Source: an optimization exercise on an open RTL-to-GDS flow (aim: small area, a short achievable clock period and few clock cycles). Production flows keep margins and buffers that such runs may drop. The RTL was checked by simulation tests, not by an equivalence proof against the original design. Power is estimated from default activity; no workload was simulated.

==> inputs of v35 <==
## px4io_engine
module px4io_engine (
    input  wire        clk,
    input  wire        rst,
    input  wire        cmd_valid,
    input  wire [7:0]  cmd,
    input  wire [7:0]  arg_mode,
    input  wire [7:0]  arg_page,
    input  wire [7:0]  arg_offset,
    input  wire [7:0]  arg_n,
    input  wire [7:0]  arg_retries,
    input  wire [15:0] arg_clear,
    input  wire [15:0] arg_set,
    input  wire        val_we,
    input  wire [4:0]  val_addr,
    input  wire [15:0] val_wdata,
    input  wire [4:0]  out_addr,
    output wire [15:0] out_rdata,
    output wire        link_req,
    output reg  [1:0]  link_op,
    output wire [7:0]  link_wdata,
    input  wire        link_ack,
    input  wire [1:0]  link_resp,
    input  wire [7:0]  link_rdata,
    output wire        busy,
    output reg         ready,
    output wire [7:0]  status,
    output reg  [7:0]  errinfo,
    output reg  [7:0]  result,
    output reg         flag,
    output reg  [2:0]  fault,
    output reg  [31:0] stall_cnt,
    output reg  [31:0] retry_cnt,
    output reg  [31:0] crcfail_cnt
);
export LEC_CHECK = 0
export CAP_MARGIN = 40
export CORE_MARGIN = 2
export CORE_UTILIZATION = 30
export CTS_CLUSTER_DIAMETER = 80
export CTS_CLUSTER_SIZE = 16
export SETUP_SLACK_MARGIN = 4.8
export SLEW_MARGIN = 40
export SYNTH_HIERARCHICAL = 1
create_clock -name core_clock -period 10.0 [get_ports {clk}]
standard.sh (not shown) runs the stock make flow with config.mk's settings and CLKGATE_MAP_FILE= SYNTH_SCRIPT=/design/flow/synth_recipe.tcl, a recipe that flattens the netlist after the stock synthesis.
==> flow/flow/run.sh <==
#!/bin/bash
set -euo pipefail
export BUFFER_PORTS_ARGS="-buffer_cell sky130_fd_sc_hd__buf_2"
sed 's/"\${@:-finish}"/ABC_LOAD_IN_FF=35 "${@:-finish}"/' standard.sh > standard_abc.sh
grep -q 'ABC_LOAD_IN_FF=35 ' standard_abc.sh
bash standard_abc.sh > flow_make.log 2>&1
==> v2 (differences from v35) <==
--- a/flow/design.v
+++ b/flow/design.v
@@ -66,14 +66,13 @@
                      ST_DRAIN = 4,    
                      ST_WRITE = 5,    
                      ST_FLUSH = 6,    
                      ST_HDR   = 7,    
                      ST_BODY  = 8,    
                      ST_UNR   = 9,    
-                     ST_BLDRX = 10,   
-                     ST_ONE   = 11;   
+                     ST_BLDRX = 10;   
     function [7:0] crc_t1;
     input [7:0] x;
     begin
         crc_t1[0] = x[0] ^ x[6] ^ x[7];
         crc_t1[1] = x[0] ^ x[1] ^ x[6];
         crc_t1[2] = x[0] ^ x[1] ^ x[2] ^ x[6];
@@ -200,13 +199,13 @@
     endfunction
     reg [543:0] tx;           
     reg [543:0] rx;           
     reg [31:0]  hdr;          
     reg [511:0] val;          
     reg [511:0] outr;         
-    reg [11:0] st;
+    reg [10:0] st;
     reg        c_buf;         
     reg        c_build, c_crc8, c_check;
     reg        c_new;
     reg        c_xchg;        
     reg        c_get;         
     reg        c_mod;         
@@ -235,13 +234,12 @@
     reg        wk_on;         
     reg [4:0]  wk_rd;         
     reg [31:0] wk_wd;         
     reg        wk_v;          
     reg        wk_defer;      
     reg [2:0]  bk;            
-    reg        rx_known, rx_ok;
     reg [7:0]  vcrc;          
     reg [5:0]  vlen;
     integer k;
     wire [6:0] d_code = cmd[6:0];
     wire       d_buf  = cmd[7];
     wire       d_pkt  = (d_code >= C_DEFAULT) && (d_code <= C_CODE);
@@ -269,24 +267,25 @@
     wire       i_get1    = iss && ((d_code == C_GET1) || (d_code == C_MODIFY));
     wire       i_set     = iss && (d_code == C_SET);
     wire       i_set1    = iss && (d_code == C_SET1);
     wire       i_reg     = iss && d_reg;
     wire [7:0] d_b0 = d_buf ? rx[7:0] : tx[7:0];
     wire       i_check_run = i_check && (d_b0[5:0] <= 6'd32);
-    wire       i_check_walk = i_check_run && d_buf && !rx_known;
     wire [5:0] n_iss = (i_get1 || i_set1) ? 6'd1 :
                        i_check ? d_b0[5:0] : arg_n[5:0];
     wire       s_zero = i_get || i_get1;
     wire       s_vcrc = (i_build || i_set || i_set1) && (vlen == n_iss);
     wire        wk_active = wk_on || wk_v;
     wire [4:0]  taddr   = wk_w | rp[6:2];
-    reg [31:0] tx_word;
+    reg [31:0] tx_word, rx_word;
     always @(*) begin
         tx_word = 32'd0;
+        rx_word = 32'd0;
         for (k = 0; k < 17; k = k + 1) begin
             tx_word = tx_word | ({32{taddr == k}} & tx[32*k +: 32]);
+            rx_word = rx_word | ({32{wk_w == k}} & rx[32*k +: 32]);
         end
     end
     wire        wr_ok   = !wk_active && (crc_done || cp1);
     assign busy      = busy_r;
     assign status    = {5'd0, status_r};
     wire [31:0] osel;
@@ -346,14 +345,13 @@
     wire [7:0] ch3 = c_n[2] ? crc_t8(ch2) : ch2;
     wire [7:0] cf1 = c_n[3] ? crc_t16(pa) : pa;
     wire [7:0] cf2 = c_n[4] ? crc_t32(cf1) : cf1;
     wire [7:0] cf3 = c_n[5] ? crc_t64(cf2) : cf2;
     wire [7:0] crc_v = cf3 ^ wk_c;
     wire       fin   = active && cp1 && !wk_active && !st[ST_BLDRX] && !wk_defer;
-    wire        rx_rot  = active && wk_on && c_buf;
-    wire [31:0] wk_word = c_buf ? rx[63:32] : tx_word;
+    wire [31:0] wk_word = c_buf ? rx_word : tx_word;
     wire [7:0] h3_now = st[ST_HDR] ? link_rdata : hdr[31:24];
     wire [5:0] b_n = arg_n[5:0];
     reg  [31:0] lt_n;            
     always @(*) begin
         for (k = 0; k < 32; k = k + 1)
             lt_n[k] = arg_n[5] || (arg_n[4:0] > k);
@@ -404,15 +402,14 @@
         end else if (rx_hwr)
             rx_nxt[31:0] = {h3_now, hdr[23:0]};
         else if (rx_crc)
             rx_nxt[15:8] = crc_v;
         for (k = 0; k < 64; k = k + 1) begin
             s_r = (bw_at[k] && !rx_clr) || (cpy_now && ((k / 8) == bk) && lt_cn[k / 2]);
-            s_h = !(rx_zero || rx_clr || s_r || rx_rot);
+            s_h = !(rx_zero || rx_clr || s_r);
             rx_nxt[32 + 8*k +: 8] = ({8{s_r}} & (cpy_now ? vgrp[8*(k % 8) +: 8] : link_rdata)) |
-                                    ({8{rx_rot}} & rx[32 + 8*((k + 4) % 64) +: 8]) |
                                     ({8{rx_clr}} & ((k % 2) ? SENTINEL[15:8] : SENTINEL[7:0])) |
                                     ({8{s_h}} & rx[32 + 8*k +: 8]);
         end
         tx_nxt[31:0] = tx[31:0];
         if (tx_zero || tx_clr)
             tx_nxt[31:0] = 32'd0;
@@ -450,13 +447,13 @@
             if (rst || (acc_get && (c_n > k)) || (acc_mod1 && (k == 0)))
                 outr[16*k +: 16] <= rx_nxt[32 + 16*k +: 16];
     end
     always @(posedge clk) begin
         if (rst) begin
             hdr <= 32'd0;
-            st <= 12'd1 << ST_IDLE;
+            st <= 11'd1 << ST_IDLE;
             c_buf <= 1'b0;
             c_build <= 1'b0;
             c_crc8 <= 1'b0;
             c_check <= 1'b0;
             c_new <= 1'b0;
             c_xchg <= 1'b0;
@@ -488,28 +485,26 @@
             wk_wd <= 32'd0;
             wk_v <= 1'b0;
             wk_defer <= 1'b0;
             bk <= 3'd0;
             vcrc <= 8'd0;
             vlen <= 6'd0;
-            rx_known <= 1'b1;
-            rx_ok <= 1'b1;
             ready <= 1'b0;
             status_r <= S_OK;
             errinfo <= 8'd0;
             result <= 8'd0;
             flag <= 1'b0;
             fault <= F_NONE;
             stall_cnt <= 32'd0;
             retry_cnt <= 32'd0;
             crcfail_cnt <= 32'd0;
         end else if (fault != F_NONE) begin
-            st <= 12'd1 << ST_IDLE;
+            st <= 11'd1 << ST_IDLE;
         end else if (cmd_valid && busy_r) begin
             fault <= F_BUSY_OVERLAP;
-            st <= 12'd1 << ST_IDLE;
+            st <= 11'd1 << ST_IDLE;
         end else begin
             if (val_we) begin
                 if (val_addr == 5'd0) begin
                     vcrc <= crc16s(8'd0, val_wdata);
                     vlen <= 6'd1;
                 end else if ({1'b0, val_addr} == vlen) begin
@@ -518,34 +513,23 @@
                 end else if ({1'b0, val_addr} < vlen) begin
                     vcrc <= 8'd0;
                     vlen <= 6'd0;
                 end
             end
             clr_pend <= acc_mod1;
-            if (rx_bw && c_xchg)
-                rx_known <= 1'b0;
-            if (rx_hwr) begin
-                rx_known <= 1'b1;
-                rx_ok <= accept;
-            end
-            if (rx_zero || rx_clr || rx_crc) begin
-                rx_known <= 1'b1;
-                rx_ok <= 1'b1;
-            end
             if (cp_go) begin
                 pa <= ch3;
                 cp1 <= 1'b1;
                 cp_go <= 1'b0;
             end
-            wk_v <= wk_on && (wk_rd != 5'd0);
+            wk_v <= wk_on;
             if (wk_on) begin
                 wk_wd <= wk_word;
-                if (wk_rd != 5'd0)
-                    wk_rd <= wk_rd - 5'd1;
-                wk_on <= c_buf ? (wk_w != 5'd16) : (wk_rd > 5'd1);
-                wk_w <= (c_buf ? (wk_w != 5'd16) : (wk_rd > 5'd1)) ? wk_w + 5'd1 : 5'd0;
+                wk_rd <= wk_rd - 5'd1;
+                wk_on <= (wk_rd > 5'd1);
+                wk_w <= (wk_rd > 5'd1) ? wk_w + 5'd1 : 5'd0;
             end
             if (wk_v) begin
                 if (wk_rem == 6'd1) begin
                     wk_c <= crc16s(wk_c, wk_wd[15:0]);
                     wk_rem <= 6'd0;
                 end else begin
@@ -559,13 +543,13 @@
                     result <= crc_v;
                 if (c_check)
                     flag <= (crc_v == (c_buf ? rx[15:8] : tx[15:8]));
                 if (!c_build && !c_crc8 && !c_check)
                     crc_done <= 1'b1;
                 if (st[ST_PKT]) begin
-                    st <= 12'd1 << ST_IDLE;
+                    st <= 11'd1 << ST_IDLE;
                 end
             end
             if (rd_data)
                 rcrc <= crc_t1(rcrc ^ ((st[ST_HDR] && (idx[1:0] == 2'd1)) ? 8'd0 : link_rdata));
             case (1'b1)
             st[ST_IDLE]: begin
@@ -591,57 +575,54 @@
                         c_n     <= n_iss;
                         c_clear <= arg_clear;
                         c_set   <= arg_set;
                         rp      <= 7'd0;
                         case (d_code)
                         C_BUILD, C_CRC8: begin
-                            st <= 12'd1 << ST_PKT;
+                            st <= 11'd1 << ST_PKT;
                             bk <= 3'd0;
                             if (i_build && d_buf && (arg_n[5:0] != 6'd0))
-                                st <= 12'd1 << ST_BLDRX;
+                                st <= 11'd1 << ST_BLDRX;
                         end
                         C_CHECK: begin
                             if (!i_check_run)
                                 flag <= 1'b0;
-                            else if (!i_check_walk) begin
-                                flag <= d_buf ? rx_ok : 1'b1;
-                                st <= 12'd1 << ST_ONE;
-                            end else begin
-                                st <= 12'd1 << ST_PKT;
+                            else begin
+                                st <= 11'd1 << ST_PKT;
                             end
                         end
                         C_COUNT: result <= {2'b00, d_b0[5:0]};
                         C_CODE:  result <= {d_b0[7:6], 6'd0};
                         C_SETUP, C_NEW: begin
-                            st <= 12'd1 << ST_SETUP;
+                            st <= 11'd1 << ST_SETUP;
                         end
                         C_DISCARD: begin
-                            st <= 12'd1 << ST_DISC;
+                            st <= 11'd1 << ST_DISC;
                         end
                         C_EXCHANGE: begin
                             if (arg_retries == 8'd0)
-                                st <= 12'd1 << ST_UNR;
+                                st <= 11'd1 << ST_UNR;
                             else begin
-                                st <= 12'd1 << ST_DRAIN;
+                                st <= 11'd1 << ST_DRAIN;
                                 rlim <= arg_retries;
                                 att <= 8'd1;
                                 wb <= 1'b0;
                                 crc_done <= 1'b1;
                             end
                         end
                         C_GET, C_GET1, C_SET, C_SET1, C_MODIFY: begin
-                            st <= 12'd1 << ST_DRAIN;
+                            st <= 11'd1 << ST_DRAIN;
                             rlim <= {4'd0, DRIVER_RETRIES};
                             att <= 8'd1;
                             catt <= 4'd1;
                             wb <= 1'b0;
                             crc_done <= 1'b0;
                         end
                         default: ;
                         endcase
-                        if (i_build || i_crc8 || i_check_walk || i_reg) begin
+                        if (i_build || i_crc8 || i_check_run || i_reg) begin
                             cp_go <= 1'b1;
                             cp1 <= 1'b0;
                             wk_w <= (!(s_zero || s_vcrc) && (n_iss != 6'd0)) ? 5'd1 : 5'd0;
                             wk_c <= s_vcrc ? vcrc : 8'd0;
                             wk_rem <= (s_zero || s_vcrc) ? 6'd0 : n_iss;
                             wk_on <= !(s_zero || s_vcrc) && (n_iss != 6'd0);
@@ -657,70 +638,67 @@
                     end
                 end
             end
             st[ST_BLDRX]: begin
                 bk <= bk + 3'd1;
                 if (({1'b0, bk, 2'b00} + 6'd4) >= c_n) begin
-                    st <= 12'd1 << ST_PKT;
+                    st <= 11'd1 << ST_PKT;
                     if (wk_defer) begin
                         wk_defer <= 1'b0;
                         wk_on <= 1'b1;
                         wk_w <= 5'd1;
                         wk_rd <= c_n[5:1] + {4'd0, c_n[0]};
                     end
                 end
             end
-            st[ST_ONE]: begin
-                st <= 12'd1 << ST_IDLE;
-            end
             st[ST_UNR]: begin
                 status_r <= S_UNRESPONSIVE;
-                st <= 12'd1 << ST_IDLE;
+                st <= 11'd1 << ST_IDLE;
             end
             st[ST_SETUP]: begin
                 if (call) begin
                     if (r_err) begin
                         if (c_new) ready <= 1'b0;
                         errinfo <= link_rdata;
                         status_r <= S_COMM;
-                        st <= 12'd1 << ST_IDLE;
+                        st <= 11'd1 << ST_IDLE;
                     end else if (r_data) begin
                         ready <= 1'b1;
                         status_r <= S_OK;
-                        st <= 12'd1 << ST_IDLE;
+                        st <= 11'd1 << ST_IDLE;
                     end
                 end
             end
             st[ST_DISC]: begin
                 if (call && !r_data) begin
                     status_r <= S_OK;
-                    st <= 12'd1 << ST_IDLE;
+                    st <= 11'd1 << ST_IDLE;
                 end
             end
             st[ST_DRAIN]: begin
                 if (call && !r_data) begin
                     wcur <= tx[7:0];
                     rp <= 7'd1;
-                    st <= 12'd1 << ST_WRITE;
+                    st <= 11'd1 << ST_WRITE;
                 end
             end
             st[ST_WRITE]: begin
                 if (call && r_data) begin
                     if (rp == txlen)
-                        st <= 12'd1 << ST_FLUSH;
+                        st <= 11'd1 << ST_FLUSH;
                     else begin
                         wcur <= (rp == 7'd1) ? (crc_done ? tx[15:8] : crc_v) : tx_rbyte;
                         rp <= rp + 7'd1;
                     end
                 end
             end
             st[ST_FLUSH]: begin
                 if (call && r_data) begin
                     idx <= 6'd0;
                     rcrc <= 8'd0;
-                    st <= 12'd1 << ST_HDR;
+                    st <= 11'd1 << ST_HDR;
                 end
             end
             st[ST_HDR], st[ST_BODY]: begin
                 if (rd_data) begin
                     wb <= 1'b0;
                     if (st[ST_HDR]) begin
@@ -732,71 +710,71 @@
                         endcase
                     end
                     b_lst <= st[ST_BODY] && (({1'b0, idx} + 7'd2) == {h_cnt, 1'b0});
                     if (h_last) begin
                         idx <= 6'd0;
                         if (!h_bad && (h_cnt != 6'd0))
-                            st <= 12'd1 << ST_BODY;
+                            st <= 11'd1 << ST_BODY;
                     end else
                         idx <= idx + 6'd1;
                 end else if (rd_poll && r_nod)
                     wb <= 1'b1;
             end
             default: ;
             endcase
             if (x_comm) begin
                 errinfo <= link_rdata;
                 status_r <= S_COMM;
-                st <= 12'd1 << ST_IDLE;
+                st <= 11'd1 << ST_IDLE;
             end
             if (x_abandon && x_stall)
                 stall_cnt <= stall_cnt + 32'd1;
             if (x_retry) begin
                 att <= att + 8'd1;
                 retry_cnt <= retry_cnt + 32'd1;
                 wb <= 1'b0;
-                st <= 12'd1 << ST_DRAIN;
+                st <= 11'd1 << ST_DRAIN;
             end
             if (x_unresp) begin
                 status_r <= S_UNRESPONSIVE;
-                st <= 12'd1 << ST_IDLE;
+                st <= 11'd1 << ST_IDLE;
             end
             if (x_comp) begin
                 result <= {1'b0, h_cnt, 1'b0} + 8'd4;
                 if (c_xchg) begin
                     status_r <= S_OK;
-                    st <= 12'd1 << ST_IDLE;
+                    st <= 11'd1 << ST_IDLE;
                 end else if (p_fail) begin
                     crcfail_cnt <= crcfail_cnt + 32'd1;
                     if (p_again) begin
                         catt <= catt + 4'd1;
                         att <= 8'd1;
                         wb <= 1'b0;
-                        st <= 12'd1 << ST_DRAIN;
+                        st <= 11'd1 << ST_DRAIN;
                     end else begin
                         status_r <= S_ERROR_RESPONSE;
-                        st <= 12'd1 << ST_IDLE;
+                        st <= 11'd1 << ST_IDLE;
                     end
                 end else if (acc_mod1) begin
                     mod2 <= 1'b1;
                     catt <= 4'd1;
                     att <= 8'd1;
                     wb <= 1'b0;
-                    st <= 12'd1 << ST_DRAIN;
+                    st <= 11'd1 << ST_DRAIN;
                     crc_done <= 1'b0;
                     cp_go <= 1'b1;
                     cp1 <= 1'b0;
                     wk_w <= 5'd0;
                     rp <= 7'd0;
                     wk_c <= crc16s(8'd0, mod_w);
                     wk_rem <= 6'd0;
                     wk_on <= 1'b0;
                     wk_v <= 1'b0;
                 end else begin
                     status_r <= S_OK;
-                    st <= 12'd1 << ST_IDLE;
+                    st <= 11'd1 << ST_IDLE;
                 end
             end
         end
     end
 endmodule
 module px4io_dec5 (
Settings changed: SETUP_SLACK_MARGIN 4.8 to 4.6.
==> summary of the runs <==
Sequential power is about the same in v2 and v35. In v2 the clock skew is lower than in v35, by 0.042 ns. Of v2 and v35, v35 has the higher combinational power (gap about 8%, measured against v35). Die area: v35 is smaller than v2 (about 0.5%). In v35 the count of clock-buffer cells in the layout is lower than in v2, by 6. Non-clock buffer count: v2 is higher than v35 (2).
Testbench counts of v35, summed over its fixed seeds: cycles 47,038.
Testbench counts of v2, summed over its fixed seeds: cycles 47,047.

-- static timing again, ports no longer ideal --
The flow's constraints put no driver on any port. The routed layouts listed below were extracted and timed again, unchanged, in two steps. Step 1 sets driving cells, clkbuf_16 on the clock port and buf_2 on the other inputs (assumed; they add their load-dependent delay and slew). Step 2 also shifts input and output timing later by t, the mid clock arrival at the registers, as if the neighbouring blocks saw the same clock. a / b / c = no drivers / after step 1 / after step 2; a / b = the first two.
run | t (ns) | setup slack, ns | hold slack, ns | worst register clock-pin slew, ns
v35 | 0.991 | 4.231 / 4.183 / 3.801 | 0.440 / 0.440 / 0.440 | 0.09 / 0.09
v2 | 1.018 | 4.187 / 4.101 / 3.615 | 0.452 / 0.452 / 0.452 | 0.09 / 0.09
After both steps every run listed still meets setup and hold. The setup slack of v2, which loses most, moves by -0.086 ns with the drivers and by -0.572 ns with both steps.
